Source: an optimization exercise on an open RTL-to-GDS flow (aim: a short achievable clock period, few clock cycles and low power). Production flows keep margins and buffers that such runs may drop. The RTL was checked by simulation tests, not by an equivalence proof against the original design. Power and IR drop assume default switching activity.

File: flow/run.sh
#!/bin/bash
# synth_recipe.tcl (not shown) runs the flow's synth.tcl, then flattens the netlist and writes it again
# the make line also repeats each setting of config.mk as NAME=value (left out here)
make -C /OpenROAD-flow-scripts/flow DESIGN_CONFIG=/design/flow/config.mk WORK_HOME=/design/flow/orfs CLKGATE_MAP_FILE= SYNTH_SCRIPT=/design/flow/synth_recipe.tcl finish
File: flow/config.mk
export PLATFORM = sky130hd
export DESIGN_NAME = procsi_core
export DESIGN_NICKNAME = procsi_core
export VERILOG_FILES = /design/flow/design.v
export SDC_FILE = /design/flow/constraint.sdc
export NUM_CORES = 4
export LEC_CHECK = 0
export CAP_MARGIN = 20
export CORE_MARGIN = 2
export CORE_UTILIZATION = 40
export PLACE_DENSITY = 0.6
export SLEW_MARGIN = 20
File: flow/constraint.sdc
create_clock -name core_clock -period 10.0 [get_ports {clk}]
set_input_delay 2.0000 -clock core_clock [delete_from_list [all_inputs] [get_ports {clk}]]
set_output_delay 2.0000 -clock core_clock [all_outputs]
set_load 0.01 [all_outputs]
File: flow/design.v
module procsi_core (
    input  wire        clk,
    input  wire        rst,         
    output reg         mem_req,
    output reg         mem_we,
    output reg  [7:0]  mem_addr,
    output reg  [15:0] mem_wdata,
    input  wire [15:0] mem_rdata,
    output wire        halted,
    output wire        faulted,
    input  wire [3:0]  dbg_sel,
    output reg  [15:0] dbg_data
);
    localparam [1:0] RUN_READY   = 2'd0;
    localparam [1:0] RUN_HALTED  = 2'd1;
    localparam [1:0] RUN_FAULTED = 2'd2;
    localparam [2:0] F_INVALID_OPCODE = 3'd1;
    localparam [2:0] F_INVALID_MODE   = 3'd2;
    localparam [2:0] F_ILLEGAL_MODE   = 3'd3;
    localparam [2:0] F_MEM_RANGE      = 3'd4;
    localparam [2:0] F_STACK_OVER     = 3'd6;
    localparam [2:0] F_STACK_UNDER    = 3'd7;
    localparam [5:0] OP_LOAD  = 6'd0,  OP_STORE = 6'd1,  OP_ADD  = 6'd2,
                     OP_SUB   = 6'd3,  OP_AND   = 6'd4,  OP_OR   = 6'd5,
                     OP_SHL   = 6'd6,  OP_SHR   = 6'd7,  OP_JMP  = 6'd8,
                     OP_JEQ   = 6'd9,  OP_CALL  = 6'd10, OP_RET  = 6'd11,
                     OP_PUSH  = 6'd12, OP_POP   = 6'd13, OP_MOV  = 6'd14,
                     OP_HALT  = 6'd15;
    localparam [3:0] S_FETCH = 4'd0,    
                     S_LOAD  = 4'd1,    
                     S_E     = 4'd2,    
                     S_W2    = 4'd3,    
                     S_RWV   = 4'd4,    
                     S_RWD   = 4'd5,    
                     S_RWP   = 4'd6,    
                     S_VAL   = 4'd7,    
                     S_DVAL  = 4'd8,    
                     S_POPV  = 4'd9,    
                     S_MX    = 4'd10,   
                     S_WR    = 4'd11,   
                     S_CALL  = 4'd12,   
                     S_RET   = 4'd13,   
                     S_STOP  = 4'd14;
    reg [15:0] x [0:7];
    reg [15:0] pc, sr;
    reg [7:0]  sp;
    reg [1:0]  run;
    reg        halt_reason;
    reg [2:0]  fault_code;
    reg [3:0]  st;
    reg [15:0] ir;
    reg [15:0] sv;
    reg [7:0]  da;
    reg [2:0]  cnt;
    reg        xp;            
    assign halted  = (run == RUN_HALTED);
    assign faulted = (run == RUN_FAULTED);
    function legal(input [5:0] op, input [2:0] m);
        reg [7:0] lm;
        begin
            case (op)
                OP_LOAD:  lm = 8'h0E;
                OP_STORE: lm = 8'hF0;
                OP_ADD, OP_SUB, OP_AND, OP_OR,
                OP_SHL, OP_SHR, OP_MOV:
                          lm = 8'hFF;
                OP_JMP, OP_JEQ, OP_CALL, OP_PUSH:
                          lm = 8'h0F;
                OP_RET:   lm = 8'h01;
                OP_POP:   lm = 8'hA1;
                default:  lm = 8'h00;
            endcase
            legal = lm[m];
        end
    endfunction
    wire [5:0] i_op   = ir[5:0];
    wire [3:0] i_m4   = ir[9:6];
    wire [2:0] i_mode = ir[8:6];
    wire [2:0] i_rs   = ir[12:10];
    wire [2:0] i_rd   = ir[15:13];
    wire i_hd   = (i_op <= OP_SHR) || i_op == OP_POP || i_op == OP_MOV;
    wire i_hs   = (i_op <= OP_CALL) || i_op == OP_PUSH || i_op == OP_MOV;
    wire i_ddir = i_hd && i_mode[2:1] == 2'b10;
    wire i_dind = i_hd && i_mode[2:1] == 2'b11;
    wire i_simm = i_hs && (i_mode == 3'd1 || i_mode == 3'd4 || i_mode == 3'd6);
    wire i_sdir = i_hs && i_mode == 3'd2;
    wire i_sind = i_hs && i_mode == 3'd3;
    wire i_sreg = i_mode == 3'd0 || i_mode == 3'd5 || i_mode == 3'd7;
    wire [1:0] i_nw = {1'b0, i_ddir} + {1'b0, i_simm | i_sdir};
    wire i_alu2 = i_op >= OP_ADD && i_op <= OP_SHR;
    wire i_mov  = i_op == OP_MOV;
    wire i_pop  = i_op == OP_POP;
    wire i_sets_sr = i_alu2 || i_mov;
    wire [8:0] i_npc = {1'b0, pc[7:0]} + {7'd0, i_nw} + 9'd1;
    wire [2:0]  rb = (st == S_CALL) ? {1'b1, cnt[1:0]} : i_rs;
    wire [15:0] xa = x[i_rd];
    wire [15:0] xb = x[rb];
    wire [15:0] alu_a = (st == S_MX) ? mem_wdata : xa;
    wire [15:0] alu_b = i_sreg ? xb : sv;
    reg  [15:0] res;
    always @(*) begin
        case (i_op)
            OP_ADD:  res = alu_a + alu_b;
            OP_SUB:  res = alu_a - alu_b;
            OP_AND:  res = alu_a & alu_b;
            OP_OR:   res = alu_a | alu_b;
            OP_SHL:  res = (alu_b[15:4] == 12'd0) ? (alu_a << alu_b[3:0]) : 16'd0;
            OP_SHR:  res = (alu_b[15:4] == 12'd0) ? (alu_a >> alu_b[3:0]) : 16'd0;
            default: res = alu_b;                        
        endcase
    end
    always @(*) begin
        case (dbg_sel)
            4'd0, 4'd1, 4'd2, 4'd3,
            4'd4, 4'd5, 4'd6, 4'd7: dbg_data = x[dbg_sel[2:0]];
            4'd8:  dbg_data = pc;
            4'd9:  dbg_data = {8'd0, sp};
            4'd10: dbg_data = sr;
            4'd11: dbg_data = {13'd0, fault_code};
            4'd12: dbg_data = faulted ? pc : 16'd0;
            4'd13: dbg_data = faulted ? ir : 16'd0;
            4'd14: dbg_data = {13'd0, halted & halt_reason, run};
            default: dbg_data = 16'd0;
        endcase
    end
    reg [15:0] pc_n, sr_n, ir_n, sv_n, wd_n;
    reg [7:0]  sp_n, da_n, addr_n;
    reg [1:0]  run_n;
    reg        halt_reason_n, xp_n, req_n, we_n;
    reg [2:0]  fault_code_n, cnt_n;
    reg [3:0]  st_n;
    reg        x_we;
    reg [2:0]  x_wa;
    reg [15:0] x_wd;
    reg [16:0] t1;
    task automatic fault(input [2:0] code);
        begin
            run_n        = RUN_FAULTED;
            fault_code_n = code;
            st_n         = S_STOP;
            req_n        = 1'b0;
            we_n         = 1'b0;
        end
    endtask
    task automatic stop_halt(input reason);
        begin
            run_n         = RUN_HALTED;
            halt_reason_n = reason;
            st_n          = S_STOP;
            req_n         = 1'b0;
            we_n          = 1'b0;
        end
    endtask
    task automatic go_load(input [8:0] np);
        begin
            pc_n   = {7'd0, np};
            req_n  = 1'b1;
            addr_n = mem_addr + 8'd1;
            st_n   = S_LOAD;
        end
    endtask
    task automatic take_next;
        begin
            ir_n   = mem_rdata;
            pc_n   = {7'd0, pc[7:0]} + 16'd1;
            req_n  = 1'b1;
            addr_n = mem_addr + 8'd1;
            st_n   = S_E;
        end
    endtask
    task automatic wr(input [7:0] a, input [15:0] d);
        begin
            req_n  = 1'b1;
            we_n   = 1'b1;
            addr_n = a;
            wd_n   = d;
        end
    endtask
    task automatic rd(input [7:0] a);
        begin
            req_n  = 1'b1;
            addr_n = a;
        end
    endtask
    task automatic jump(input [15:0] t);
        begin
            if (t[15:8] != 8'd0)
                fault(F_MEM_RANGE);
            else begin
                pc_n   = t;
                rd(t[7:0]);
                st_n   = S_FETCH;
            end
        end
    endtask
    task automatic flow_op(input [15:0] v, input [8:0] np);
        begin
            case (i_op)
                OP_JMP, OP_JEQ: jump(v);
                OP_CALL: begin
                    if (sp < 8'd5)
                        fault(F_STACK_OVER);
                    else if (v[15:8] != 8'd0)
                        fault(F_MEM_RANGE);
                    else begin
                        wr(sp, {7'd0, np} - 16'd1);
                        sp_n  = sp - 8'd1;
                        sv_n  = v;
                        cnt_n = 3'd0;
                        st_n  = S_CALL;
                    end
                end
                default: begin        
                    if (sp == 8'd0)
                        fault(F_STACK_OVER);
                    else begin
                        wr(sp, v);
                        sp_n = sp - 8'd1;
                        pc_n = {7'd0, np};
                        st_n = S_WR;
                    end
                end
            endcase
        end
    endtask
    task automatic mem_action(input [15:0] v, input [8:0] np);
        begin
            if (i_hd) begin           
                sv_n = v;
                xp_n = 1'b1;
                go_load(np);
            end else if (i_op == OP_JEQ && sr != 16'd0)
                go_load(np);
            else
                flow_op(v, np);
        end
    endtask
    always @(*) begin
        pc_n          = pc;
        sr_n          = sr;
        sp_n          = sp;
        run_n         = run;
        halt_reason_n = halt_reason;
        fault_code_n  = fault_code;
        st_n          = st;
        ir_n          = ir;
        sv_n          = sv;
        da_n          = da;
        cnt_n         = cnt;
        xp_n          = 1'b0;
        req_n         = 1'b0;
        we_n          = 1'b0;
        addr_n        = mem_addr;
        wd_n          = mem_wdata;
        x_we          = 1'b0;
        x_wa          = i_rd;
        x_wd          = res;
        t1            = 17'd0;
        case (st)
            S_FETCH: begin
                rd(mem_addr + 8'd1);
                st_n = S_LOAD;
            end
            S_LOAD: begin
                if (xp) begin         
                    x_we = 1'b1;
                    if (i_sets_sr) sr_n = res;
                end
                ir_n = mem_rdata;
                rd(mem_addr + 8'd1);
                st_n = S_E;
            end
            S_E: begin
                if (pc[8])
                    stop_halt(1'b1);
                else if (i_op == OP_HALT)
                    stop_halt(1'b0);
                else if (i_op > OP_HALT)
                    fault(F_INVALID_OPCODE);
                else if (i_m4[3])
                    fault(F_INVALID_MODE);
                else if (!legal(i_op, i_mode))
                    fault(F_ILLEGAL_MODE);
                else if ({1'b0, pc[7:0]} + {7'd0, i_nw} > 9'd255)
                    fault(F_MEM_RANGE);
                else if (i_dind && xa[15:8] != 8'd0)
                    fault(F_MEM_RANGE);
                else if (i_sind && xb[15:8] != 8'd0)
                    fault(F_MEM_RANGE);
                else if (i_ddir) begin        
                    if (mem_rdata[15:8] != 8'd0)
                        fault(F_MEM_RANGE);
                    else begin
                        da_n = mem_rdata[7:0];
                        if (!i_mode[0]) begin         
                            if (i_alu2) rd(mem_rdata[7:0]);
                            st_n = S_W2;
                        end else if (i_pop) begin
                            if (sp == 8'd255)
                                fault(F_STACK_UNDER);
                            else begin
                                rd(sp + 8'd1);
                                sp_n = sp + 8'd1;
                                st_n = S_RWP;
                            end
                        end else if (i_alu2) begin
                            rd(mem_rdata[7:0]);
                            st_n = S_RWD;
                        end else begin                
                            wr(mem_rdata[7:0], xb);
                            if (i_mov) sr_n = xb;
                            pc_n = {7'd0, i_npc};
                            st_n = S_WR;
                        end
                    end
                end else if (i_dind) begin    
                    da_n = xa[7:0];
                    if (!i_mode[0]) begin             
                        if (i_alu2) begin
                            sv_n = mem_rdata;
                            rd(xa[7:0]);
                            st_n = S_RWD;
                        end else begin
                            wr(xa[7:0], mem_rdata);
                            if (i_mov) sr_n = mem_rdata;
                            pc_n = {7'd0, i_npc};
                            st_n = S_WR;
                        end
                    end else if (i_pop) begin
                        if (sp == 8'd255)
                            fault(F_STACK_UNDER);
                        else begin
                            rd(sp + 8'd1);
                            sp_n = sp + 8'd1;
                            st_n = S_RWP;
                        end
                    end else if (i_alu2) begin
                        rd(xa[7:0]);
                        st_n = S_RWD;
                    end else begin                    
                        wr(xa[7:0], xb);
                        if (i_mov) sr_n = xb;
                        pc_n = {7'd0, i_npc};
                        st_n = S_WR;
                    end
                end else if (i_simm)                  
                    mem_action(mem_rdata, i_npc);
                else if (i_sdir) begin                
                    if (mem_rdata[15:8] != 8'd0)
                        fault(F_MEM_RANGE);
                    else begin
                        rd(mem_rdata[7:0]);
                        st_n = S_RWV;
                    end
                end else if (i_sind) begin            
                    rd(xb[7:0]);
                    st_n = S_RWV;
                end else if (i_op == OP_RET) begin
                    if (sp >= 8'd251)
                        fault(F_STACK_UNDER);
                    else begin
                        rd(sp + 8'd1);
                        sp_n  = sp + 8'd1;
                        cnt_n = 3'd0;
                        st_n  = S_RET;
                    end
                end else if (i_pop) begin             
                    if (sp == 8'd255)
                        fault(F_STACK_UNDER);
                    else begin
                        rd(sp + 8'd1);
                        sp_n = sp + 8'd1;
                        st_n = S_RWP;
                    end
                end else if (i_hd) begin              
                    x_we = 1'b1;
                    if (i_sets_sr) sr_n = res;
                    take_next;
                end else if (i_op == OP_JEQ && sr != 16'd0)
                    take_next;
                else
                    flow_op(xb, i_npc);
            end
            S_W2: begin                               
                if (i_alu2) begin
                    sv_n = mem_rdata;
                    st_n = S_DVAL;
                end else begin
                    wr(da, mem_rdata);
                    if (i_mov) sr_n = mem_rdata;
                    pc_n = {7'd0, i_npc};
                    st_n = S_WR;
                end
            end
            S_RWV: begin
                rd(i_npc[7:0]);
                st_n = S_VAL;
            end
            S_RWD: st_n = S_DVAL;
            S_RWP: begin
                if (i_mode == 3'd0) rd(i_npc[7:0]);
                st_n = S_POPV;
            end
            S_VAL: mem_action(mem_rdata, i_npc);
            S_DVAL: begin
                wd_n = mem_rdata;
                st_n = S_MX;
            end
            S_MX: begin
                wr(da, res);
                sr_n = res;
                pc_n = {7'd0, i_npc};
                st_n = S_WR;
            end
            S_POPV: begin
                if (i_mode == 3'd0) begin
                    x_we = 1'b1;
                    x_wd = mem_rdata;
                    go_load(i_npc);
                end else begin
                    wr(da, mem_rdata);
                    pc_n = {7'd0, i_npc};
                    st_n = S_WR;
                end
            end
            S_WR: begin
                rd(pc[7:0]);
                st_n = S_FETCH;
            end
            S_CALL: begin
                if (cnt != 3'd4) begin
                    wr(sp, xb);
                    sp_n  = sp - 8'd1;
                    cnt_n = cnt + 3'd1;
                end else begin
                    pc_n = sv;
                    rd(sv[7:0]);
                    st_n = S_FETCH;
                end
            end
            S_RET: begin
                cnt_n = cnt + 3'd1;
                if (cnt <= 3'd3) begin
                    rd(sp + 8'd1);
                    sp_n = sp + 8'd1;
                end
                if (cnt >= 3'd1 && cnt <= 3'd4) begin
                    x_we = 1'b1;
                    x_wa = 3'd0 - cnt;      
                    x_wd = mem_rdata;
                end
                if (cnt == 3'd5) begin
                    t1   = {1'b0, mem_rdata} + 17'd1;
                    pc_n = t1[15:0];
                    if (t1 >= 17'd256)
                        stop_halt(1'b1);
                    else begin
                        rd(t1[7:0]);
                        st_n = S_FETCH;
                    end
                end
            end
            default: st_n = S_STOP;
        endcase
    end
    integer i;
    always @(posedge clk) begin
        if (rst) begin
            for (i = 0; i < 8; i = i + 1)
                x[i] <= 16'd0;
            pc          <= 16'd0;
            sp          <= 8'd255;
            sr          <= 16'd0;
            run         <= RUN_READY;
            halt_reason <= 1'b0;
            fault_code  <= 3'd0;
            st          <= S_FETCH;
            ir          <= 16'd0;
            sv          <= 16'd0;
            da          <= 8'd0;
            cnt         <= 3'd0;
            xp          <= 1'b0;
            mem_req     <= 1'b1;
            mem_we      <= 1'b0;
            mem_addr    <= 8'd0;
            mem_wdata   <= 16'd0;
        end else begin
            if (x_we)
                x[x_wa] <= x_wd;
            pc          <= pc_n;
            sp          <= sp_n;
            sr          <= sr_n;
            run         <= run_n;
            halt_reason <= halt_reason_n;
            fault_code  <= fault_code_n;
            st          <= st_n;
            ir          <= ir_n;
            sv          <= sv_n;
            da          <= da_n;
            cnt         <= cnt_n;
            xp          <= xp_n;
            mem_req     <= req_n;
            mem_we      <= we_n;
            mem_addr    <= addr_n;
            mem_wdata   <= wd_n;
        end
    end
endmodule
==> reports/metrics.cfg, run 1 <==
[outcome]
status=timing/DRC/antenna clean

[cts]
cts_buffers=36
hold_buffers=0
root_buffer=clkbuf_16
clock_latency_ns=0.59
cts.path.max_buffers=3
clock-sinks=255
htreeDepth=2
cts_setup_buffers=0
cts_tree=yes
cts_resized=0
clk_pin_slew_worst_paths_ns=0.07

[routing]
drc_errors=0
ant_nets=0
vias_per_cell=7.55
num_vias=36573
wl_per_cell_um=38.9
drt-total-wl_um=188000
drt_first_pass_iters=11
drt-initial-drc-count=6825

[final_layout]
postLayoutCellArea_sq_um=32100
finalNetCount=3920
drive_gt1_share_pct=11.7
nFillCells=7465
fin_util_pct=44.7
fin_cells=4843
areaGrowthSynthToFinish_pct=10.5

[power]
internal-power_uw=5380
p_clk_share_pct=9.8
power_frac_comb_pct=78.2
switching_share_pct=62.0
leakage_uw=0.0113
power_density_nw_per_um2=441
switching_power_uw=8770
max-vdd-ir-drop_mv=0.279
p_seq_share_pct=12.0
fin_total_pwr_uw=14100

[min_path]
holdPathEnd=da[6]$_SDFFE_PP0P_
hold_path.class=register to register
whs_path_depth=2
hold_start=da[6]$_SDFFE_PP0P_

[placed_design]
globalplace.congestion=1.10
postPlaceCellArea_sq_um=30800
io_buffers=65
place_hpwl_um=134000
dp.cells=4765

[critical_path]
path_cells=nand4bb_4 -> a2bb2oi_4 -> o21ai_0 -> o32a_1 -> inv_2 -> nand2_1 -> nor4b_2 -> a21oi_1 -> xor2_1 -> ha_1 -> nor2_1 -> nand2_1 -> o311ai_0 -> a311oi_1 -> xnor2_1 -> a221o_1 -> a31oi_1 -> nor2_1 -> a21oi_1 -> nor2_1
required_ns=10.29
cp-start-kind=register
cp_num_buf_inv=1
rr_startpoint=st[0]$_SDFFE_PP0P_
reg2reg_slack_ns=1.50
cp-end-kind=register
cp_slowest_cell=a2bb2oi_4
r2r_cells=20
arrival_ns=8.79
crit_family=compound AO/OA/AOI/OAI gates
worst_path_largest_cell_delay_ns=0.96
path_common_cell=nor2_1
r2r-end=x[0][13]$_SDFFCE_PN0P_
worstPathMaxFanout=49
crit_type=register to register

[timing]
hold_viol=0
worst_pin_slew_ns=1.24
final_max_slew_viol_count=0
slew_headroom_pct=16.6
period_share_pct=85.0
finClkSkew_ns=0.0226
rsz0062_at_grt=no
max_freq_mhz=118
fin_tns_setup_ns=0
finalSetupViolations=0
layout_min_cycle_time_ns=8.50

[synth]
netlist_instances=3956
synth_seq_cells=255
synth_nets=4020
synth_top_area_share_pct=13.2
yosysWarnings=1
synth_edf_count=128
avgSynthCellArea_sq_um=7.34
synthTopCellsByArea=edfxtp_1 13%, dfxtp_1 8.8%, a21oi_1 6.8%, nor2_1 6.3%, o21ai_0 6.1%
synth_top_area_cell=edfxtp_1
ys_seq_area_share_pct=22.0
synth-async-reset-ratio_pct=0
syn_area_sq_um=29000
yosysUniqueCellTypes=119
synthFlopType=edfxtp_1

[floorplan]
core_area_sq_um=71700
die_width_um=273
rows=98
die_area_sq_um=74800
initial_core_util_pct=40.5
ios=66
die_h_um=273

[global_route]
grt_pass1_vias=33140
antenna_found_initial=22
grt_max_degree=56
grt-ovfl-total=0
grt_usage_pct=49.0
grt_pass1_wl_um=262000

[flow_run]
drv_cap=0

-- cell type report --
class | count | area (sq um) | area share [%]
Antenna cell | 11 | 27.5 | 0.0858
Clock buffer | 39 | 912 | 2.84
Clock inverter | 25 | 293 | 0.913
Inverter | 73 | 274 | 0.854
Multi-Input combinational cell | 3238 | 21000 | 65.3
Sequential cell | 255 | 6390 | 19.9
Tap cell | 950 | 1190 | 3.70
Timing Repair Buffer | 252 | 2040 | 6.37
-- tightest hold or removal path, cell delays in order, from the launching register on --
cell and delay (ns):
dfxtp_1 0.33, mux2i_1 0.07, nor2_1 0.07
-- per-stage QoR --
step	hold WS (ns)	setup WS, ns
global route	0.543	1.24
finish	0.503	1.50
CTS	0.507	1.86
floorplan	0.437	3.80
detailed placement	0.493	1.92
global placement	0.482	1.99
-- Yosys cell counts, types with 14 or more instances --
library cell / n
or3_1: 20
nor2b_1: 26
a22oi_1: 56
nand2b_1: 22
edfxtp_1: 128
a211o_1: 18
nor3_1: 88
or2_2: 14
a221oi_1: 67
mux2_2: 22
a31oi_1: 81
clkbuf_1: 289
mux4_2: 70
xor2_1: 33
o2111ai_1: 14
nor4_1: 28
buf_1: 40
nand2_1: 422
mux2i_1: 149
a21oi_1: 396
o21a_1: 15
a222oi_1: 17
o21ai_1: 15
nand4_1: 43
buf_2: 40
and3_1: 31
a2111oi_0: 14
inv_1: 66
a211oi_1: 55
a21o_1: 41
dfxtp_1: 127
nand3_1: 114
o211ai_1: 87
ha_1: 40
xnor2_1: 42
nor2_1: 491
o22ai_1: 43
o21ai_0: 351
o221ai_1: 71
-- cells in the final DEF (no fill, tap or decap), types with 56 or more instances in the layout --
| cell | count |
|---|---|
| edfxtp_1 | 128 |
| inv_1 | 66 |
| o221ai_1 | 71 |
| o21ai_0 | 350 |
| nand3_1 | 114 |
| clkdlybuf4s50_1 | 62 |
| mux4_2 | 70 |
| a31oi_1 | 81 |
| a221oi_1 | 67 |
| mux2i_1 | 144 |
| a21oi_1 | 394 |
| dfxtp_1 | 124 |
| nand2_1 | 421 |
| nor2_1 | 488 |
| nor3_1 | 81 |
| a22oi_1 | 56 |
| o211ai_1 | 87 |
| buf_4 | 186 |
-- metal layers --
metal	share of wire [%]	wire, um	track usage [%]	up-vias
met3	14	27200	18.5	969
met5	0.11	214	0	-
met1	35	65500	58.4	17329
li1	-	-	-	14878
met4	11	19900	40.4	28
met2	40	75600	69.7	3369
-- flip-flops by register name, indices dropped and copies added, names as in the netlist, 3 cells and up, named ones only --
name / count
sp: 8
mem_wdata: 16
cnt: 3
ir: 16
pc: 16
fault_code: 3
sr: 16
mem_addr: 8
sv: 16
x: 128
st: 4
da: 8
-- power by group through the flow --
stage / sequential, uW / clock [uW] / combinational (uW)
3_5_place_dp: 1660 / 0 / 10400
6_report: 1690 / 1390 / 11100
3_3_place_gp: 1660 / 0 / 10400
4_1_cts: 1640 / 1380 / 10400
2_1_floorplan: 1390 / 0 / 6630
5_1_grt: 1680 / 1410 / 11400
-- cells by family (layout without fill, tap and decap cells) --
family,after synthesis,count (layout),synth area share (%)
AO/OA/AOI/OAI,1509,1509,34.3
buffers and inverters,463,389,6.54
AND/OR/NAND/NOR,1367,1367,21.4
flip-flops,255,255,22.0
adder cells (fa/ha/maj),42,42,1.86
other,0,11,0
XOR/XNOR,75,75,2.26
multiplexers,245,245,11.6
-- worst max-delay path by stage --
| stage | to | depth (start not counted) | from |
|---|---|---|---|
| 2_1_floorplan | x[2][0]$_SDFFCE_PN0P_ | 28 | ir[4]$_SDFFE_PP0P_ |
| 3_3_place_gp | x[3][13]$_SDFFCE_PN0P_ | 21 | st[0]$_SDFFE_PP0P_ |
| 4_1_cts | x[3][13]$_SDFFCE_PN0P_ | 20 | st[0]$_SDFFE_PP0P_ |
| 6_report | x[0][13]$_SDFFCE_PN0P_ | 20 | st[0]$_SDFFE_PP0P_ |
| 3_5_place_dp | x[3][13]$_SDFFCE_PN0P_ | 20 | st[0]$_SDFFE_PP0P_ |
| 5_1_grt | x[5][13]$_SDFFCE_PN0P_ | 21 | st[0]$_SDFFE_PP0P_ |
Testbench counts, summed over its fixed seeds: cycles 162,220.
==> run 2: changes to the inputs <==
--- a/flow/design.v
+++ b/flow/design.v
@@ -37,5 +37,4 @@
                      S_DVAL  = 4'd8,    
                      S_POPV  = 4'd9,    
-                     S_MX    = 4'd10,   
                      S_WR    = 4'd11,   
                      S_CALL  = 4'd12,   
@@ -92,19 +91,31 @@
     wire i_pop  = i_op == OP_POP;
     wire i_sets_sr = i_alu2 || i_mov;
+    wire wrange = (i_nw != 2'd0 && pc[7:0] == 8'hFF) || (i_nw == 2'd2 && pc[7:0] == 8'hFE);
     wire [8:0] i_npc = {1'b0, pc[7:0]} + {7'd0, i_nw} + 9'd1;
-    wire [2:0]  rb = (st == S_CALL) ? {1'b1, cnt[1:0]} : i_rs;
     wire [15:0] xa = x[i_rd];
-    wire [15:0] xb = x[rb];
-    wire [15:0] alu_a = (st == S_MX) ? mem_wdata : xa;
-    wire [15:0] alu_b = i_sreg ? xb : sv;
+    wire [15:0] xb = x[i_rs];
+    wire        alu_on = (st == S_DVAL) || (st == S_E) || (st == S_LOAD);
+    wire [15:0] alu_a = ((st == S_DVAL) ? mem_rdata : xa) & {16{alu_on}};
+    wire [15:0] alu_b = (i_sreg ? xb : sv) & {16{alu_on}};
     reg  [15:0] res;
+    wire        is_sub = (i_op == OP_SUB);
+    wire [15:0] addsub = alu_a + (alu_b ^ {16{is_sub}}) + {15'd0, is_sub};
+    wire        is_shr = i_op[0];
+    reg  [15:0] sh_in, sh_out;
+    wire [15:0] sh_l = sh_in << alu_b[3:0];
+    integer k;
+    always @(*)
+        for (k = 0; k < 16; k = k + 1)
+            sh_in[k] = is_shr ? alu_a[15-k] : alu_a[k];
+    integer j;
+    always @(*)
+        for (j = 0; j < 16; j = j + 1)
+            sh_out[j] = is_shr ? sh_l[15-j] : sh_l[j];
     always @(*) begin
         case (i_op)
-            OP_ADD:  res = alu_a + alu_b;
-            OP_SUB:  res = alu_a - alu_b;
+            OP_ADD, OP_SUB: res = addsub;
             OP_AND:  res = alu_a & alu_b;
             OP_OR:   res = alu_a | alu_b;
-            OP_SHL:  res = (alu_b[15:4] == 12'd0) ? (alu_a << alu_b[3:0]) : 16'd0;
-            OP_SHR:  res = (alu_b[15:4] == 12'd0) ? (alu_a >> alu_b[3:0]) : 16'd0;
+            OP_SHL, OP_SHR: res = (alu_b[15:4] == 12'd0) ? sh_out : 16'd0;
             default: res = alu_b;                        
         endcase
@@ -130,7 +141,11 @@
     reg [2:0]  fault_code_n, cnt_n;
     reg [3:0]  st_n;
-    reg        x_we;
-    reg [2:0]  x_wa;
-    reg [15:0] x_wd;
+    wire rr_op  = (i_alu2 || i_mov) && ir[9:6] == 4'd0;      
+    wire wr_pop = (st == S_POPV) && i_mode == 3'd0;
+    wire wr_ret = (st == S_RET) && cnt != 3'd0 && cnt != 3'd5;
+    wire x_we   = (st == S_E && rr_op && !pc[8]) || (st == S_LOAD && xp) ||
+                  wr_pop || wr_ret;
+    wire [2:0]  x_wa = wr_ret ? 3'd0 - cnt : i_rd;         
+    wire [15:0] x_wd = (wr_pop || wr_ret) ? mem_rdata : res;
     reg [16:0] t1;
     task automatic fault(input [2:0] code);
@@ -205,7 +220,8 @@
                     else begin
                         wr(sp, {7'd0, np} - 16'd1);
+                        cnt_n = 3'd0;
                         sp_n  = sp - 8'd1;
                         sv_n  = v;
-                        cnt_n = 3'd0;
+                        ir_n[12:10] = 3'd4;     
                         st_n  = S_CALL;
                     end
@@ -253,7 +269,4 @@
         addr_n        = mem_addr;
         wd_n          = mem_wdata;
-        x_we          = 1'b0;
-        x_wa          = i_rd;
-        x_wd          = res;
         t1            = 17'd0;
         case (st)
@@ -264,5 +277,4 @@
             S_LOAD: begin
                 if (xp) begin         
-                    x_we = 1'b1;
                     if (i_sets_sr) sr_n = res;
                 end
@@ -282,5 +294,5 @@
                 else if (!legal(i_op, i_mode))
                     fault(F_ILLEGAL_MODE);
-                else if ({1'b0, pc[7:0]} + {7'd0, i_nw} > 9'd255)
+                else if (wrange)
                     fault(F_MEM_RANGE);
                 else if (i_dind && xa[15:8] != 8'd0)
@@ -374,5 +386,4 @@
                     end
                 end else if (i_hd) begin              
-                    x_we = 1'b1;
                     if (i_sets_sr) sr_n = res;
                     take_next;
@@ -403,9 +414,5 @@
             end
             S_VAL: mem_action(mem_rdata, i_npc);
-            S_DVAL: begin
-                wd_n = mem_rdata;
-                st_n = S_MX;
-            end
-            S_MX: begin
+            S_DVAL: begin                             
                 wr(da, res);
                 sr_n = res;
@@ -415,6 +422,4 @@
             S_POPV: begin
                 if (i_mode == 3'd0) begin
-                    x_we = 1'b1;
-                    x_wd = mem_rdata;
                     go_load(i_npc);
                 end else begin
@@ -429,8 +434,9 @@
             end
             S_CALL: begin
-                if (cnt != 3'd4) begin
+                if (!cnt[0]) begin
                     wr(sp, xb);
                     sp_n  = sp - 8'd1;
-                    cnt_n = cnt + 3'd1;
+                    ir_n[12:10] = i_rs + 3'd1;
+                    if (i_rs == 3'd7) cnt_n = 3'd1;
                 end else begin
                     pc_n = sv;
@@ -445,9 +451,4 @@
                     sp_n = sp + 8'd1;
                 end
-                if (cnt >= 3'd1 && cnt <= 3'd4) begin
-                    x_we = 1'b1;
-                    x_wa = 3'd0 - cnt;      
-                    x_wd = mem_rdata;
-                end
                 if (cnt == 3'd5) begin
                     t1   = {1'b0, mem_rdata} + 17'd1;
--- a/flow/config.mk
+++ b/flow/config.mk
@@ -8,5 +8,6 @@
 export CAP_MARGIN = 20
 export CORE_MARGIN = 2
-export CORE_UTILIZATION = 40
-export PLACE_DENSITY = 0.6
+export CORE_UTILIZATION = 65
+export PLACE_DENSITY = 0.8
+export SETUP_SLACK_MARGIN = 5
 export SLEW_MARGIN = 20
==> run 2 against run 1 <==
The flow now stops in 5_1_grt. Synthesized cell count decreased by 4.5%. Synthesized area fell by 2.7%.
==> reports/metrics.cfg, run 2 <==
[cts]
htreeDepth=1  ; -1
root_buffer=clkbuf_16
hold_buffers=0  ; unchanged
clock-sinks=258  ; +1.2%
cts.path.max_buffers=3  ; unchanged
cts_buffers=30  ; -17%

[floorplan]
initial_core_util_pct=65.7  ; +25 points
die_width_um=212  ; -22%
die_h_um=212  ; -22%
ios=66  ; unchanged
rows=76  ; -22%

[outcome]
status=stopped before the end
haltStage=5_1_grt
error_line=[ERROR GRT-0116] Global routing finished with congestion. Check the congestion regions in the DRC Viewer.

[synth]
synth_nets=3840  ; -4.5%
synth_top_area_share_pct=13.6  ; +0.37 points
synth-async-reset-ratio_pct=0  ; unchanged
syn_area_sq_um=28300  ; -2.7%
yosysUniqueCellTypes=113  ; -5.0%
synth_top_area_cell=edfxtp_1
synthFlopType=dfxtp_1
synth_common_cells=539 x nor2_1, 329 x nand2_1, 312 x a21oi_1, 265 x o21ai_0, 261 x clkbuf_1
yosysMostFrequentCell=nor2_1
synth_seq_cells=258  ; +1.2%
synthTopCellsByArea=edfxtp_1 14%, dfxtp_1 9.2%, nor2_1 7.2%, a21oi_1 5.5%, mux4_2 4.8%
ys_seq_area_share_pct=22.8  ; +0.82 points
yosysWarnings=1  ; unchanged
synth_edf_count=128  ; unchanged
avgSynthCellArea_sq_um=7.48  ; +1.9%
netlist_instances=3777  ; -4.5%

[global_route]
grt-ovfl-total=37
grt_pass1_wl_um=255000
grt_max_degree=86
grt_pass1_vias=37839
grt_usage_pct=76.3

[placed_design]
dp.cells=4223  ; -11%
io_buffers=65  ; unchanged
globalplace.congestion=1.23  ; +12%
postPlaceCellArea_sq_um=29500  ; -4.3%
place_hpwl_um=105000  ; -22%

-- run 2: changes by cell type after synthesis, sizes merged, moves of 19 or more --
cell    previous run  this run
a21oi            397       314
nor2             493       539
xnor2             42        66
o21ai            367       275
a221oi            68        41
mux2              24        51
o221ai            75        49
mux2i            151       121
nand2            423       330
a211oi            57       123
nand4             43        21
nor3              89       129
clkbuf           290       261
o22ai             45        64
-- run 2: cells by family after synthesis --
group	count (synthesis)	synth area share, %
AO/OA/AOI/OAI	1388	33.3
AND/OR/NAND/NOR	1348	21.6
buffers and inverters	411	5.90
flip-flops	258	22.8
multiplexers	235	11.5
XOR/XNOR	87	2.70
adder cells (fa/ha/maj)	50	2.19
-- run 2: power by group through the flow --
stage	Combinational, uW	Clock (uW)	Sequential [uW]
after detailed placement	9290	0	1710
after CTS	9930	1120	1710
after global placement	9100	0	1710
after floorplan	6260	0	1480
-- run 2: worst max path at each step --
stage | end | slack, ns
2_1_floorplan | dbg_data[11] | 4.85
3_3_place_gp | dbg_data[13] | 2.91
3_5_place_dp | dbg_data[12] | 2.79
4_1_cts | dbg_data[15] | 4.50
-- run 2: metal layers --
| layer | GRT overflow | track usage, % |
|---|---|---|
| met1 | 1 | 79.4 |
| met2 | 15 | 89.8 |
| met3 | 4 | 66.0 |
| met4 | 17 | 68.0 |
| met5 | 0 | 24.1 |
-- run 2: repair_timing --
item                       CTS
gates resized for setup    243
pin swaps                   27
gates cloned                 8
setup buffers               50
setup endpoints to repair  231
-- run 2: metrics by stage --
step	setup WS, ns	hold WS [ns]	util [%]
CTS	4.50	0.509	74.1
detailed placement	2.79	0.500	68.6
global placement	2.91	0.492	68.6
floorplan	4.85	0.450	-
Testbench counts of run 2, summed over its fixed seeds: cycles 158,997.
==> run 3: changes to the inputs <==
--- a/flow/design.v
+++ b/flow/design.v
@@ -37,4 +37,5 @@
                      S_DVAL  = 4'd8,    
                      S_POPV  = 4'd9,    
+                     S_MX    = 4'd10,   
                      S_WR    = 4'd11,   
                      S_CALL  = 4'd12,   
@@ -47,5 +48,6 @@
     reg        halt_reason;
     reg [2:0]  fault_code;
-    reg [3:0]  st;
+    reg [14:0] so;            
+    integer    si;
     reg [15:0] ir;
     reg [15:0] sv;
@@ -95,6 +97,6 @@
     wire [15:0] xa = x[i_rd];
     wire [15:0] xb = x[i_rs];
-    wire        alu_on = (st == S_DVAL) || (st == S_E) || (st == S_LOAD);
-    wire [15:0] alu_a = ((st == S_DVAL) ? mem_rdata : xa) & {16{alu_on}};
+    wire        alu_on = so[S_MX] || so[S_E] || so[S_LOAD];
+    wire [15:0] alu_a = (so[S_MX] ? mem_wdata : xa) & {16{alu_on}};
     wire [15:0] alu_b = (i_sreg ? xb : sv) & {16{alu_on}};
     reg  [15:0] res;
@@ -142,7 +144,7 @@
     reg [3:0]  st_n;
     wire rr_op  = (i_alu2 || i_mov) && ir[9:6] == 4'd0;      
-    wire wr_pop = (st == S_POPV) && i_mode == 3'd0;
-    wire wr_ret = (st == S_RET) && cnt != 3'd0 && cnt != 3'd5;
-    wire x_we   = (st == S_E && rr_op && !pc[8]) || (st == S_LOAD && xp) ||
+    wire wr_pop = so[S_POPV] && i_mode == 3'd0;
+    wire wr_ret = so[S_RET] && cnt != 3'd0 && cnt != 3'd5;
+    wire x_we   = (so[S_E] && rr_op && !pc[8]) || (so[S_LOAD] && xp) ||
                   wr_pop || wr_ret;
     wire [2:0]  x_wa = wr_ret ? 3'd0 - cnt : i_rd;         
@@ -259,5 +261,7 @@
         halt_reason_n = halt_reason;
         fault_code_n  = fault_code;
-        st_n          = st;
+        st_n          = S_STOP;
+        for (si = 0; si < 15; si = si + 1)       
+            if (so[si]) st_n = si[3:0];
         ir_n          = ir;
         sv_n          = sv;
@@ -270,10 +274,10 @@
         wd_n          = mem_wdata;
         t1            = 17'd0;
-        case (st)
-            S_FETCH: begin
+        case (1'b1)
+            so[S_FETCH]: begin
                 rd(mem_addr + 8'd1);
                 st_n = S_LOAD;
             end
-            S_LOAD: begin
+            so[S_LOAD]: begin
                 if (xp) begin         
                     if (i_sets_sr) sr_n = res;
@@ -283,5 +287,5 @@
                 st_n = S_E;
             end
-            S_E: begin
+            so[S_E]: begin
                 if (pc[8])
                     stop_halt(1'b1);
@@ -393,5 +397,5 @@
                     flow_op(xb, i_npc);
             end
-            S_W2: begin                               
+            so[S_W2]: begin                               
                 if (i_alu2) begin
                     sv_n = mem_rdata;
@@ -404,15 +408,19 @@
                 end
             end
-            S_RWV: begin
+            so[S_RWV]: begin
                 rd(i_npc[7:0]);
                 st_n = S_VAL;
             end
-            S_RWD: st_n = S_DVAL;
-            S_RWP: begin
+            so[S_RWD]: st_n = S_DVAL;
+            so[S_RWP]: begin
                 if (i_mode == 3'd0) rd(i_npc[7:0]);
                 st_n = S_POPV;
             end
-            S_VAL: mem_action(mem_rdata, i_npc);
-            S_DVAL: begin                             
+            so[S_VAL]: mem_action(mem_rdata, i_npc);
+            so[S_DVAL]: begin
+                wd_n = mem_rdata;
+                st_n = S_MX;
+            end
+            so[S_MX]: begin
                 wr(da, res);
                 sr_n = res;
@@ -420,5 +428,5 @@
                 st_n = S_WR;
             end
-            S_POPV: begin
+            so[S_POPV]: begin
                 if (i_mode == 3'd0) begin
                     go_load(i_npc);
@@ -429,9 +437,9 @@
                 end
             end
-            S_WR: begin
+            so[S_WR]: begin
                 rd(pc[7:0]);
                 st_n = S_FETCH;
             end
-            S_CALL: begin
+            so[S_CALL]: begin
                 if (!cnt[0]) begin
                     wr(sp, xb);
@@ -445,5 +453,5 @@
                 end
             end
-            S_RET: begin
+            so[S_RET]: begin
                 cnt_n = cnt + 3'd1;
                 if (cnt <= 3'd3) begin
@@ -462,5 +470,5 @@
                 end
             end
-            default: st_n = S_STOP;
+            default: ;
         endcase
     end
@@ -476,5 +484,5 @@
             halt_reason <= 1'b0;
             fault_code  <= 3'd0;
-            st          <= S_FETCH;
+            so          <= 15'd1 << S_FETCH;
             ir          <= 16'd0;
             sv          <= 16'd0;
@@ -495,5 +503,5 @@
             halt_reason <= halt_reason_n;
             fault_code  <= fault_code_n;
-            st          <= st_n;
+            so          <= 15'd1 << st_n;
             ir          <= ir_n;
             sv          <= sv_n;
--- a/flow/config.mk
+++ b/flow/config.mk
@@ -6,8 +6,8 @@
 export NUM_CORES = 4
 export LEC_CHECK = 0
-export CAP_MARGIN = 20
+export CAP_MARGIN = 25
 export CORE_MARGIN = 2
-export CORE_UTILIZATION = 65
-export PLACE_DENSITY = 0.8
+export CORE_UTILIZATION = 50
+export PLACE_DENSITY = 0.7
 export SETUP_SLACK_MARGIN = 5
-export SLEW_MARGIN = 20
+export SLEW_MARGIN = 25
==> run 3 against run 2 <==
The run now finishes clean. Synthesized cell count decreased by 0.71%. Synthesized area fell by 0.17%.
==> reports/metrics.cfg, run 3 <==
[timing]
final_max_slew_viol_count=0
fin_tns_setup_ns=0
max_freq_mhz=179
finalSetupViolations=0
period_share_pct=55.7
layout_min_cycle_time_ns=5.57
hold_viol=0
slew_headroom_pct=10.8
finalWorstSetupSlack_ns=4.43
worst_pin_slew_ns=1.34
finClkSkew_ns=0.0525
rsz0062_at_grt=yes

[critical_path]
cp-start-kind=primary input
crit_type=primary input to output port
worstPathMaxFanout=6
cp-end-kind=output port
arrival_ns=3.57
required_ns=8.00

[cts]
cts_tree=yes
root_buffer=clkbuf_16
clk_pin_slew_worst_paths_ns=0.06
hold_buffers=0  ; unchanged
htreeDepth=2  ; +1
clock-sinks=269  ; +4.3%
clock_latency_ns=0.64
cts.path.max_buffers=3  ; unchanged
cts_buffers=35  ; +17%

[power]
leakage_uw=0.0121
max-vdd-ir-drop_mv=0.146
power_density_nw_per_um2=129

[global_route]
grt_pass1_wl_um=255000
grt_pass1_vias=32871
grt_max_degree=77
antenna_found_initial=21
grt_usage_pct=60.8
grt-ovfl-total=0

[synth]
synth_top_family_by_area=compound AO/OA/AOI/OAI gates
synth_seq_cells=269  ; +4.3%
syn_area_sq_um=28200  ; -0.17%
synth_edf_count=128  ; unchanged
synth_top_area_share_pct=13.6  ; +0.023 points
synth_nets=3812  ; -0.73%
synth-async-reset-ratio_pct=0  ; unchanged
synth.area.mux_share_pct=13.0  ; +1.5 points
synthTopCellsByArea=edfxtp_1 14%, dfxtp_1 10%, nor2_1 7.3%, a21oi_1 6.4%, mux4_2 5.7%
ys_seq_area_share_pct=23.6  ; +0.82 points
synth_top_area_cell=edfxtp_1
synth_compound_area_share_pct=31.3  ; -2.0 points
synthFlopType=dfxtp_1
synth_fa_ha_area_share_pct=2.22  ; +0.030 points
netlist_instances=3750  ; -0.71%
yosys.area_share.simple_pct=21.2  ; -0.42 points
yosysUniqueCellTypes=109  ; -3.5%
yosysWarnings=1  ; unchanged
yosysMostFrequentCell=nor2_1
synthXorXnorAreaFrac_pct=2.95  ; +0.25 points
synth_common_cells=547 x nor2_1, 379 x nand2_1, 359 x a21oi_1, 271 x o21ai_0, 265 x clkbuf_1
avgSynthCellArea_sq_um=7.52  ; +0.55%

[final_layout]
mostFrequentLayoutCell=nor2_1
fin_util_pct=61.6
finalNetCount=3943
layout_common_cells=528 x nor2_1, 364 x nand2_1, 343 x a21oi_1
largest-register=x
largest_reg_flops=128
drive_gt1_share_pct=21.0
areaGrowthSynthToFinish_pct=22.5
nFillCells=4992

[routing]
drt-total-wl_um=186000
vias_per_cell=8.02
num_vias=37597
drt-initial-drc-count=7701
drt_first_pass_iters=13
drc_errors=0
wl_per_cell_um=39.8
ant_nets=0

[placed_design]
dp_slack_ns=2.95  ; +0.162 ns
io_buffers=65  ; unchanged
globalplace.congestion=1.15  ; -6.7%
place_hpwl_um=123000  ; +17%

[flow_run]
drv_cap=0

[floorplan]
die_width_um=242  ; +14%
ios=66  ; unchanged
initial_core_util_pct=50.3  ; -15 points
rows=87  ; +14%
die_h_um=242  ; +14%
core_area_sq_um=56100
die_area_sq_um=58300

[outcome]
status=timing/DRC/antenna clean

[min_path]
hold_path.class=register to register

run 3: kinds of logic after synthesis:
group / Yosys count
AOI/OAI and AO/OA: 1333
buffers and inverters: 392
xor gates and xnor gates: 95
DFF: 269
and+or+nand+nor: 1345
adders and majority gates: 51
muxes: 265
run 3: cell type report:
| class | instances | area [sq um] | area share (%) |
|---|---|---|---|
| repair inverters | 1 | 5.00 | 0.0145 |
| multi-input cells | 3090 | 21200 | 61.5 |
| clock buffers | 41 | 920 | 2.66 |
| diodes | 24 | 60.1 | 0.174 |
| flip-flops and latches | 269 | 6690 | 19.4 |
| repair buffers | 421 | 4220 | 12.2 |
| inverters | 63 | 251 | 0.728 |
| clock inverters | 21 | 226 | 0.655 |
| well taps | 756 | 946 | 2.74 |
run 3: repair_timing:
item,in CTS,in global routing
pin swaps,32,57
gates cloned,14,4
endpoints found under the setup margin,378,321
gates resized for setup,276,171
setup buffers,78,89
run 3: through the flow:
step,power (uW),area [sq um],std cells,hold WS [ns]
2_1_floorplan,2150,28300,3750,0.440
3_3_place_gp,2770,29800,4401,0.477
3_5_place_dp,2770,29800,4403,0.476
4_1_cts,4160,32900,4557,0.493
5_1_grt,4480,34500,4664,0.515
6_report,4470,34600,4686,0.495
run 3: metal layers:
layer	track usage (%)	routed length [um]	up-vias
li1	-	-	14533
met1	67.0	57800	17353
met2	81.3	70600	4178
met3	34.0	33100	1513
met4	58.1	24600	20
met5	2.29	244	-
run 3: worst paths after layout:
check / start / end / slack, ns / cells after the start
max: dbg_sel[0] / dbg_data[14] / 4.43 / 7
min: halt_reason$_SDFFE_PP0P_ / halt_reason$_SDFFE_PP0P_ / 0.49 / 1
max reg2reg: ir[0]$_SDFFE_PP0P_ / x[4][15]$_SDFFCE_PN0P_ / 4.49 / 9
min reg2reg: halt_reason$_SDFFE_PP0P_ / halt_reason$_SDFFE_PP0P_ / 0.49 / 1
run 3: power breakdown:
part	switching (uW)	internal [uW]	leakage, uW
sequential	126	1200	0.00247
clock	612	726	0.000549
combinational	1200	597	0.00908
run 3: critical path, stage by stage:
cell      delay, ns
buf_16         0.12
buf_16         0.14
buf_8          0.11
mux4_2         0.52
mux2i_4        0.34
o221ai_2       0.14
buf_2          0.17
Testbench counts of run 3, summed over its fixed seeds: cycles 162,220.
==> run 4: changes to the inputs <==
--- a/flow/config.mk
+++ b/flow/config.mk
@@ -9,4 +9,7 @@
 export CORE_MARGIN = 2
 export CORE_UTILIZATION = 50
+export CTS_BUF_LIST = sky130_fd_sc_hd__clkbuf_16
+export CTS_CLUSTER_DIAMETER = 80
+export CTS_CLUSTER_SIZE = 20
 export PLACE_DENSITY = 0.7
 export SETUP_SLACK_MARGIN = 5
==> run 4 against run 3 <==
Clock-buffer cell count decreased by 17. Power decreased by 7.1%. Sequential cell count unchanged. Combinational power about the same. Clock skew decreased by 0.012 ns. Non-clock buffer count decreased by 40. Die area unchanged. Sequential power about the same. Critical endpoint is now dbg_data[9]. Largest power group unchanged.
==> reports/metrics.cfg, run 4 <==
[timing]
max_freq_mhz=181  ; +0.89%
final_max_slew_viol_count=0  ; unchanged
rsz0062_at_grt=yes
layout_min_cycle_time_ns=5.52  ; -0.0491 ns
fin_tns_setup_ns=0  ; unchanged
slew_headroom_pct=11.4  ; +0.60 points
finalWorstSetupSlack_ns=4.48  ; +0.0491 ns
hold_viol=0  ; unchanged
finClkSkew_ns=0.0407  ; -0.0119 ns
period_share_pct=55.2  ; -0.49 points
worst_pin_slew_ns=1.32  ; -0.0139 ns
finalSetupViolations=0  ; unchanged

[power]
max-vdd-ir-drop_mv=0.181  ; +24%
power_density_nw_per_um2=123  ; -5.1%
leakage_uw=0.0117  ; -2.9%

[flow_run]
drv_cap=0  ; unchanged

[floorplan]
die_h_um=242  ; unchanged
ios=66  ; unchanged
die_width_um=242  ; unchanged
core_area_sq_um=56100  ; unchanged
rows=87  ; unchanged
initial_core_util_pct=50.3  ; unchanged
die_area_sq_um=58300  ; unchanged

[cts]
clock-sinks=269  ; unchanged
htreeDepth=1  ; -1
clock_latency_ns=0.64  ; about the same
cts.path.max_buffers=3  ; unchanged
clk_pin_slew_worst_paths_ns=0.07  ; about the same
cts_buffers=24  ; -31%
cts_tree=yes
root_buffer=clkbuf_16

[global_route]
grt-ovfl-total=0  ; unchanged
antenna_found_initial=26  ; +24%
grt_pass1_vias=32614  ; -0.78%
grt_usage_pct=60.1  ; -0.71 points
grt_max_degree=77  ; unchanged
grt_pass1_wl_um=253000  ; -1.0%

[critical_path]
path_cells=buf_16 -> buf_16 -> buf_4 -> mux4_2 -> mux2i_4 -> o221ai_2 -> buf_2
cp_slowest_cell=mux4_2
reg2reg_slack_ns=4.76  ; +0.27 ns
path_common_cell=buf_16
worstPathMaxFanout=5  ; -1
crit_type=primary input to output port
required_ns=8.00  ; about the same
cp-end-kind=output port
cp_num_buf_inv=4  ; unchanged
arrival_ns=3.52  ; -0.05 ns
cp-start-kind=primary input
crit_family=multiplexers
worst_path_largest_cell_delay_ns=0.52  ; about the same

[synth]
syn_area_sq_um=28200  ; unchanged
synth_top_area_share_pct=13.6  ; unchanged
synth_nets=3812  ; unchanged
synth_common_cells=547 x nor2_1, 379 x nand2_1, 359 x a21oi_1, 271 x o21ai_0, 265 x clkbuf_1
netlist_instances=3750  ; unchanged
ys_seq_area_share_pct=23.6  ; unchanged
yosysWarnings=1  ; unchanged
yosysUniqueCellTypes=109  ; unchanged
synth_edf_count=128  ; unchanged
synthFlopType=dfxtp_1
avgSynthCellArea_sq_um=7.52  ; unchanged
synthTopCellsByArea=edfxtp_1 14%, dfxtp_1 10%, nor2_1 7.3%, a21oi_1 6.4%, mux4_2 5.7%
yosysMostFrequentCell=nor2_1
synth-async-reset-ratio_pct=0  ; unchanged
synth_top_area_cell=edfxtp_1
synth_seq_cells=269  ; unchanged

[routing]
vias_per_cell=8.03  ; about the same
drt-initial-drc-count=7763  ; +0.81%
drc_errors=0  ; unchanged
ant_nets=0  ; unchanged
drt_first_pass_iters=14  ; +1
drt-total-wl_um=184000  ; -1.1%
num_vias=37069  ; -1.4%
wl_per_cell_um=39.9  ; +0.36%

[final_layout]
nFillCells=5086  ; +1.9%
largest-register=x
mostFrequentLayoutCell=nor2_1
largest_reg_flops=128  ; unchanged
areaGrowthSynthToFinish_pct=20.0
drive_gt1_share_pct=19.6  ; -1.4 points
finalNetCount=3892  ; -1.3%
layout_common_cells=529 x nor2_1, 363 x nand2_1, 340 x a21oi_1

[placed_design]
globalplace.congestion=1.15  ; unchanged
io_buffers=65  ; unchanged
place_hpwl_um=123000  ; unchanged
dp_slack_ns=2.95  ; unchanged

[min_path]
hold_path.class=register to register

[outcome]
status=timing/DRC/antenna clean

-- run 4: cell type report --
type | instances | area [sq um] | share of cell area (%)
inverter | 63 | 254 | 0.751
antenna | 13 | 32.5 | 0.0961
clock inverter | 19 | 226 | 0.669
timing repair buffer | 381 | 3880 | 11.5
sequential | 269 | 6680 | 19.8
clock buffer | 24 | 601 | 1.77
tap | 756 | 946 | 2.80
multi-input combinational | 3090 | 21200 | 62.7
timing repair inverter | 1 | 5.00 | 0.0148
-- run 4: stage by stage --
| step | cell area, sq um | util (%) | power (uW) | hold WS (ns) | instances |
|---|---|---|---|---|---|
| 2_1_floorplan | 28300 | - | 2150 | 0.440 | 3750 |
| 3_3_place_gp | 29800 | 53.1 | 2770 | 0.477 | 4401 |
| 3_5_place_dp | 29800 | 53.1 | 2770 | 0.476 | 4403 |
| 4_1_cts | 32400 | 57.8 | 3870 | 0.496 | 4521 |
| 5_1_grt | 33800 | 60.3 | 4160 | 0.517 | 4605 |
| 6_report | 33800 | 60.4 | 4150 | 0.499 | 4616 |
-- run 4: kinds of logic after synthesis --
kind of cell | synth area share, %
AO/OA/AOI/OAI | 31.3
XOR/XNOR | 2.95
adder cells (fa/ha/maj) | 2.22
buffers and inverters | 5.66
flip-flops | 23.6
multiplexers | 13.0
AND/OR/NAND/NOR | 21.2
-- run 4: layer usage --
metal / GRT usage [%] / share of wire (%)
met5: 5.31 / 0.093
met4: 58.7 / 13
met3: 30.8 / 17
met2: 80.5 / 38
met1: 67.0 / 31
-- run 4: power breakdown --
| group | total, uW | switching, uW | internal, uW |
|---|---|---|---|
| Combinational | 1770 | 1190 | 584 |
| Clock | 1050 | 572 | 476 |
| Sequential | 1330 | 124 | 1200 |
-- run 4: what timing repair did --
item                                    in CTS  in global routing
buffers inserted                            62                 68
pin swaps                                   23                 46
resized for setup                          264                158
gates cloned                                13                  5
endpoints found under the setup margin     376                322
hold buffers                                 0                  0
-- run 4: path summary, 6_finish.rpt --
kind | cells after the start | startpoint | endpoint
worst min register to register | 1 | halt_reason$_SDFFE_PP0P_ | halt_reason$_SDFFE_PP0P_
worst min-delay path | 1 | halt_reason$_SDFFE_PP0P_ | halt_reason$_SDFFE_PP0P_
worst max register to register | 11 | cnt[0]$_SDFFE_PP0P_ | x[2][15]$_SDFFCE_PN0P_
worst max-delay path | 7 | dbg_sel[0] | dbg_data[9]
-- run 4: worst register-to-register path, stage by stage (launching register included) --
cell and delay (ns):
dfxtp_1 0.32, buf_4 0.38, ha_1 0.76, nand2_1 0.39, nand3b_1 0.19, buf_4 0.35, and2_1 0.19, buf_4 0.40
a31oi_1 0.31, and2_1 0.26, nand2_1 0.71, nand2_2 0.56
==> run 5: changes to the inputs <==
--- a/flow/config.mk
+++ b/flow/config.mk
@@ -6,5 +6,5 @@
 export NUM_CORES = 4
 export LEC_CHECK = 0
-export CAP_MARGIN = 25
+export CAP_MARGIN = 20
 export CORE_MARGIN = 2
 export CORE_UTILIZATION = 50
@@ -14,3 +14,3 @@
 export PLACE_DENSITY = 0.7
 export SETUP_SLACK_MARGIN = 5
-export SLEW_MARGIN = 25
+export SLEW_MARGIN = 20
==> run 5 against run 4 <==
Power increased by 0.25%. Via count increased by 0.45%. Global-route usage about the same. Combinational power about the same. Largest cell class unchanged. Largest power group unchanged.
==> reports/metrics.cfg, run 5 <==
[global_route]
grt_max_degree=77  ; unchanged
grt_pass1_wl_um=253000  ; about the same
grt_pass1_vias=32525  ; -0.27%
antenna_found_initial=29  ; +12%
grt_usage_pct=60.1  ; about the same
grt-ovfl-total=0  ; unchanged

[synth]
yosysUniqueCellTypes=109  ; unchanged
synth_top_area_share_pct=13.6  ; unchanged
synth-async-reset-ratio_pct=0  ; unchanged
synth_seq_cells=269  ; unchanged
synth_top_area_cell=edfxtp_1
yosysMostFrequentCell=nor2_1
synthFlopType=dfxtp_1
ys_seq_area_share_pct=23.6  ; unchanged
syn_area_sq_um=28200  ; unchanged
synth_common_cells=547 x nor2_1, 379 x nand2_1, 359 x a21oi_1, 271 x o21ai_0, 265 x clkbuf_1
synth_edf_count=128  ; unchanged
synthTopCellsByArea=edfxtp_1 14%, dfxtp_1 10%, nor2_1 7.3%, a21oi_1 6.4%, mux4_2 5.7%
avgSynthCellArea_sq_um=7.52  ; unchanged
synth_nets=3812  ; unchanged
yosysWarnings=1  ; unchanged
netlist_instances=3750  ; unchanged

[critical_path]
r2r_cells=9  ; -2
critPathLaunch=ir[2]$_SDFFE_PP0P_
arrival_ns=5.92  ; +2.40 ns
reg2reg_slack_ns=4.37  ; -0.39 ns
r2r-end=x[7][11]$_SDFFCE_PN0P_
cp-start-kind=register
worstPathMaxFanout=29  ; +24
rr_startpoint=ir[2]$_SDFFE_PP0P_
crit_type=register to register
required_ns=10.28  ; +2.28 ns
cp-end-kind=register

[cts]
cts.path.max_buffers=3  ; unchanged
clk_pin_slew_worst_paths_ns=0.09  ; +0.02 ns
htreeDepth=1  ; unchanged
clock_latency_ns=0.65  ; about the same
hold_buffers=0  ; unchanged
clock-sinks=269  ; unchanged
cts_buffers=24  ; unchanged
cts_tree=yes
root_buffer=clkbuf_16

[routing]
drt-initial-drc-count=7640  ; -1.6%
drt_first_pass_iters=12  ; -2
drc_errors=0  ; unchanged
num_vias=37235  ; +0.45%
dr.max_layer_used=met5
vias_per_cell=8.06  ; +0.38%
ant_nets=0  ; unchanged
drt-total-wl_um=185000  ; +0.47%
m1WireLength_um=58200  ; +0.23%
route.met2.wl_um=70100  ; +0.37%
wl_per_cell_um=40.1  ; +0.40%
dr_wl_met3_um=32700  ; +2.1%

[timing]
rsz0062_at_grt=yes
finClkSkew_ns=0.0246  ; -0.0160 ns
final_max_slew_viol_count=0  ; unchanged
layout_min_cycle_time_ns=5.63  ; +0.111 ns
slew_headroom_pct=8.52  ; -2.9 points
max_freq_mhz=178  ; -2.0%
hold_viol=0  ; unchanged
finalSetupViolations=0  ; unchanged
period_share_pct=56.3  ; +1.1 points
fin_tns_setup_ns=0  ; unchanged
worst_pin_slew_ns=1.37  ; +0.0487 ns

[power]
power_density_nw_per_um2=123  ; +0.33%
leakage_uw=0.0117  ; -0.35%
max-vdd-ir-drop_mv=0.168  ; -7.2%

[min_path]
whs_path_depth=2  ; +1
holdPathEnd=run[0]$_SDFFE_PP0P_
hold_start=run[0]$_SDFFE_PP0P_
hold_path.class=register to register

[floorplan]
die_area_sq_um=58300  ; unchanged
die_h_um=242  ; unchanged
ios=66  ; unchanged
initial_core_util_pct=50.3  ; unchanged
rows=87  ; unchanged
core_area_sq_um=56100  ; unchanged
die_width_um=242  ; unchanged

[final_layout]
finalNetCount=3894  ; +0.051%
fin_cells=4619  ; +0.065%
drive_gt1_share_pct=19.9  ; +0.25 points
layout_common_cells=528 x nor2_1, 362 x nand2_1, 342 x a21oi_1
areaGrowthSynthToFinish_pct=19.9  ; about the same
mostFrequentLayoutCell=nor2_1
largest_reg_flops=128  ; unchanged
largest-register=x
postLayoutCellArea_sq_um=33800  ; about the same

[flow_run]
drv_cap=0  ; unchanged

[placed_design]
postPlaceCellArea_sq_um=29800  ; about the same
dp.cells=4401  ; -0.045%
globalplace.congestion=1.15  ; unchanged
place_hpwl_um=123000  ; about the same
io_buffers=65  ; unchanged

[outcome]
status=timing/DRC/antenna clean

## run 5: cells by family after synthesis
family                   synth area share, %
XOR/XNOR                                2.95
adder cells (fa/ha/maj)                 2.22
AND/OR/NAND/NOR                         21.2
multiplexers                            13.0
AO/OA/AOI/OAI                           31.3
flip-flops                              23.6
buffers and inverters                   5.66
## run 5: stage by stage
step / util [%] / setup slack (ns) / total power (uW) / hold slack [ns]
after floorplan: - / 4.77 / 2150 / 0.440
after global placement: 53.1 / 3.04 / 2770 / 0.477
after detailed placement: 53.1 / 2.97 / 2770 / 0.487
after CTS: 57.4 / 4.54 / 3860 / 0.497
after global routing: 60.3 / 4.52 / 4170 / 0.529
final: 60.3 / 4.37 / 4160 / 0.503
## run 5: area by class of cell
type                    instances  area [sq um]
fillers                      5058         22200
repair inverters                1          5.00
inverters                      63           254
clock buffers                  24           601
repair buffers                382          3780
clock inverters                19           223
multi-input cells            3091         21300
diodes                         14          35.0
well taps                     756           946
flip-flops and latches        269          6690
## run 5: repair_timing
action,in CTS,in global routing
buffers inserted,52,80
pin swaps,22,48
resized for setup,272,152
gates cloned,12,8
setup endpoints to repair,370,317
## run 5: power breakdown
group | switching, uW | internal [uW] | leakage, uW
combinational | 1190 | 582 | 0.00883
clock | 581 | 475 | 0.000407
sequential | 126 | 1200 | 0.00247
total | 1900 | 2260 | 0.0117
## run 5: layer usage
layer / track usage [%] / vias to the layer above
li1: - / 14414
met1: 66.9 / 17238
met2: 80.5 / 4107
met3: 32.8 / 1456
met4: 56.9 / 20
met5: 0.735 / -
## run 5: critical path: stages (launching register included)
cell and delay, ns:
dfxtp_1 0.37, buf_4 0.30, nand4bb_1 0.53, or2_2 0.74
a21oi_2 0.52, nand4_1 0.16, a31oi_1 0.79, nor2b_1 0.38
nand2_1 0.67, nand2_2 0.77
## run 5: worst max-delay path by stage
stage / endpoint / slack (ns) / depth (start not counted)
6_report: x[7][11]$_SDFFCE_PN0P_ / 4.37 / 9
5_1_grt: dbg_data[6] / 4.52 / 7
4_1_cts: dbg_data[11] / 4.54 / 6
3_5_place_dp: pc[13]$_SDFFE_PP0P_ / 2.97 / 13
3_3_place_gp: dbg_data[14] / 3.04 / 6
2_1_floorplan: dbg_data[3] / 4.77 / 6
==> run 6: changes to the inputs <==
==> flow/config.mk (replaced) <==
export PLATFORM = sky130hd
export DESIGN_NAME = procsi_core
export DESIGN_NICKNAME = procsi_core
export VERILOG_FILES = /design/flow/design.v
export SDC_FILE = /design/flow/constraint.sdc
export NUM_CORES = 4
export LEC_CHECK = 0
export CAP_MARGIN = 20
export CORE_MARGIN = 2
export CORE_UTILIZATION = 55
export CTS_BUF_LIST = sky130_fd_sc_hd__clkbuf_8
export PLACE_DENSITY = 0.72
export SETUP_SLACK_MARGIN = 4.6
export SLEW_MARGIN = 20
==> run 6 against run 5 <==
The run now fails in 5_1_grt. Synthesized cell count stayed put. Synthesized area stayed put.
==> reports/metrics.cfg, run 6 <==
[synth]
syn_area_sq_um=28200  ; unchanged
synth_edf_count=128  ; unchanged
synthTopCellsByArea=edfxtp_1 14%, dfxtp_1 10%, nor2_1 7.3%, a21oi_1 6.4%, mux4_2 5.7%
ys_seq_area_share_pct=23.6  ; unchanged
synth-async-reset-ratio_pct=0  ; unchanged
synth_seq_cells=269  ; unchanged
synth_nets=3812  ; unchanged
yosysWarnings=1  ; unchanged
yosysMostFrequentCell=nor2_1
synth_common_cells=547 x nor2_1, 379 x nand2_1, 359 x a21oi_1, 271 x o21ai_0, 265 x clkbuf_1
avgSynthCellArea_sq_um=7.52  ; unchanged
synth_top_area_cell=edfxtp_1
netlist_instances=3750  ; unchanged
synthFlopType=dfxtp_1
synth_top_area_share_pct=13.6  ; unchanged
yosysUniqueCellTypes=109  ; unchanged

[floorplan]
initial_core_util_pct=56.0  ; +5.7 points
ios=66  ; unchanged
rows=82  ; -5.7%
die_width_um=230  ; -4.6%
die_h_um=230  ; -4.6%

[global_route]
grt_pass1_wl_um=274000
grt-ovfl-total=29
grt_usage_pct=70.9
grt_pass1_vias=37706
grt_max_degree=77

[placed_design]
io_buffers=65  ; unchanged
dp.cells=4309  ; -2.1%
globalplace.congestion=1.21  ; +5.6%
place_hpwl_um=120000  ; -2.2%
postPlaceCellArea_sq_um=29600  ; -0.72%

[outcome]
error_line=[ERROR GRT-0116] Global routing finished with congestion. Check the congestion regions in the DRC Viewer.
haltStage=5_1_grt
status=stopped before the end

[cts]
cts.path.max_buffers=3  ; unchanged
cts_buffers=51  ; +110%
hold_buffers=0  ; unchanged
root_buffer=clkbuf_8
clock-sinks=269  ; unchanged
htreeDepth=2  ; +1

-- run 6: how the worst max path moves through the flow --
stage                              from                  end  slack [ns]  cells past startpoint
after CTS                    dbg_sel[0]         dbg_data[14]        4.43                      7
after floorplan              dbg_sel[0]          dbg_data[5]        4.59                      6
after detailed placement     dbg_sel[3]          dbg_data[9]        3.15                      6
after global placement    mem_rdata[14]  pc[13]$_SDFFE_PP0P_        3.21                     12
-- run 6: per-layer routing --
metal | overflow | global-route usage (%)
met4 | 20 | 66.7
met2 | 9 | 87.4
met3 | 0 | 55.1
met5 | 0 | 17.6
met1 | 0 | 73.3
-- run 6: repair_timing --
item                                   in CTS
endpoints found under the hold margin       0
gates resized for setup                   194
setup buffers                              26
setup endpoints to repair                 194
cloned                                      7
pin swaps                                  12
-- run 6: kinds of logic after synthesis --
family | synth area share (%)
AOI/OAI and AO/OA | 31.3
xor gates and xnor gates | 2.95
adders and majority gates | 2.22
buffers and inverters | 5.66
DFF | 23.6
muxes | 13.0
and+or+nand+nor | 21.2
-- run 6: per-stage QoR --
stage / power [uW] / setup WS, ns / hold WS, ns / utilization [%]
floorplan: 2150 / 4.59 / 0.440 / -
global placement: 2710 / 3.21 / 0.472 / 58.6
CTS: 3990 / 4.43 / 0.486 / 62.7
detailed placement: 2730 / 3.15 / 0.477 / 58.7
-- run 6: power groups by stage --
stage | registers, uW | clock network (uW) | logic [uW]
floorplan | 1270 | 0 | 872
global placement | 1340 | 0 | 1370
detailed placement | 1350 | 0 | 1390
CTS | 1320 | 1220 | 1450

==> re-timing with driven ports <==
The results above use ideal ports. As a check the final layouts listed here were re-extracted and re-timed, cells and wires unchanged. Step 1, drivers: a clkbuf_16 drives clk and a buf_2 each remaining input, both assumed. Step 2 adds t to the input delays and takes it off the output delays; t is the mean of the earliest and latest rising clock arrival at the registers after step 1. Input paths then give back, and output paths get back, about the clock's delay inside the block. Slacks: no drivers / after step 1 / after step 2; pairs: no drivers / after step 1.
| run | t (ns) | slack for setup (ns) | hold WS [ns] | worst setup path at the end | worst register clock-pin slew, ns |
|---|---|---|---|---|---|
| run 1 | 0.655 | 1.502 / 1.502 / 1.502 | 0.503 / 0.503 / 0.503 | register to register | 0.08 / 0.08 |
| run 3 | 0.676 | 4.429 / 4.127 / 4.127 | 0.495 / 0.495 / 0.495 | input to output | 0.08 / 0.08 |
| run 4 | 0.688 | 4.478 / 4.221 / 4.221 | 0.499 / 0.499 / 0.499 | input to output | 0.09 / 0.09 |
| run 5 | 0.706 | 4.367 / 4.235 / 4.235 | 0.503 / 0.503 / 0.503 | input to output | 0.09 / 0.09 |
After both steps every run listed still meets setup and hold. For run 3, which loses most, drivers alone change the setup slack by -0.302 ns; drivers and shift together by -0.302 ns.
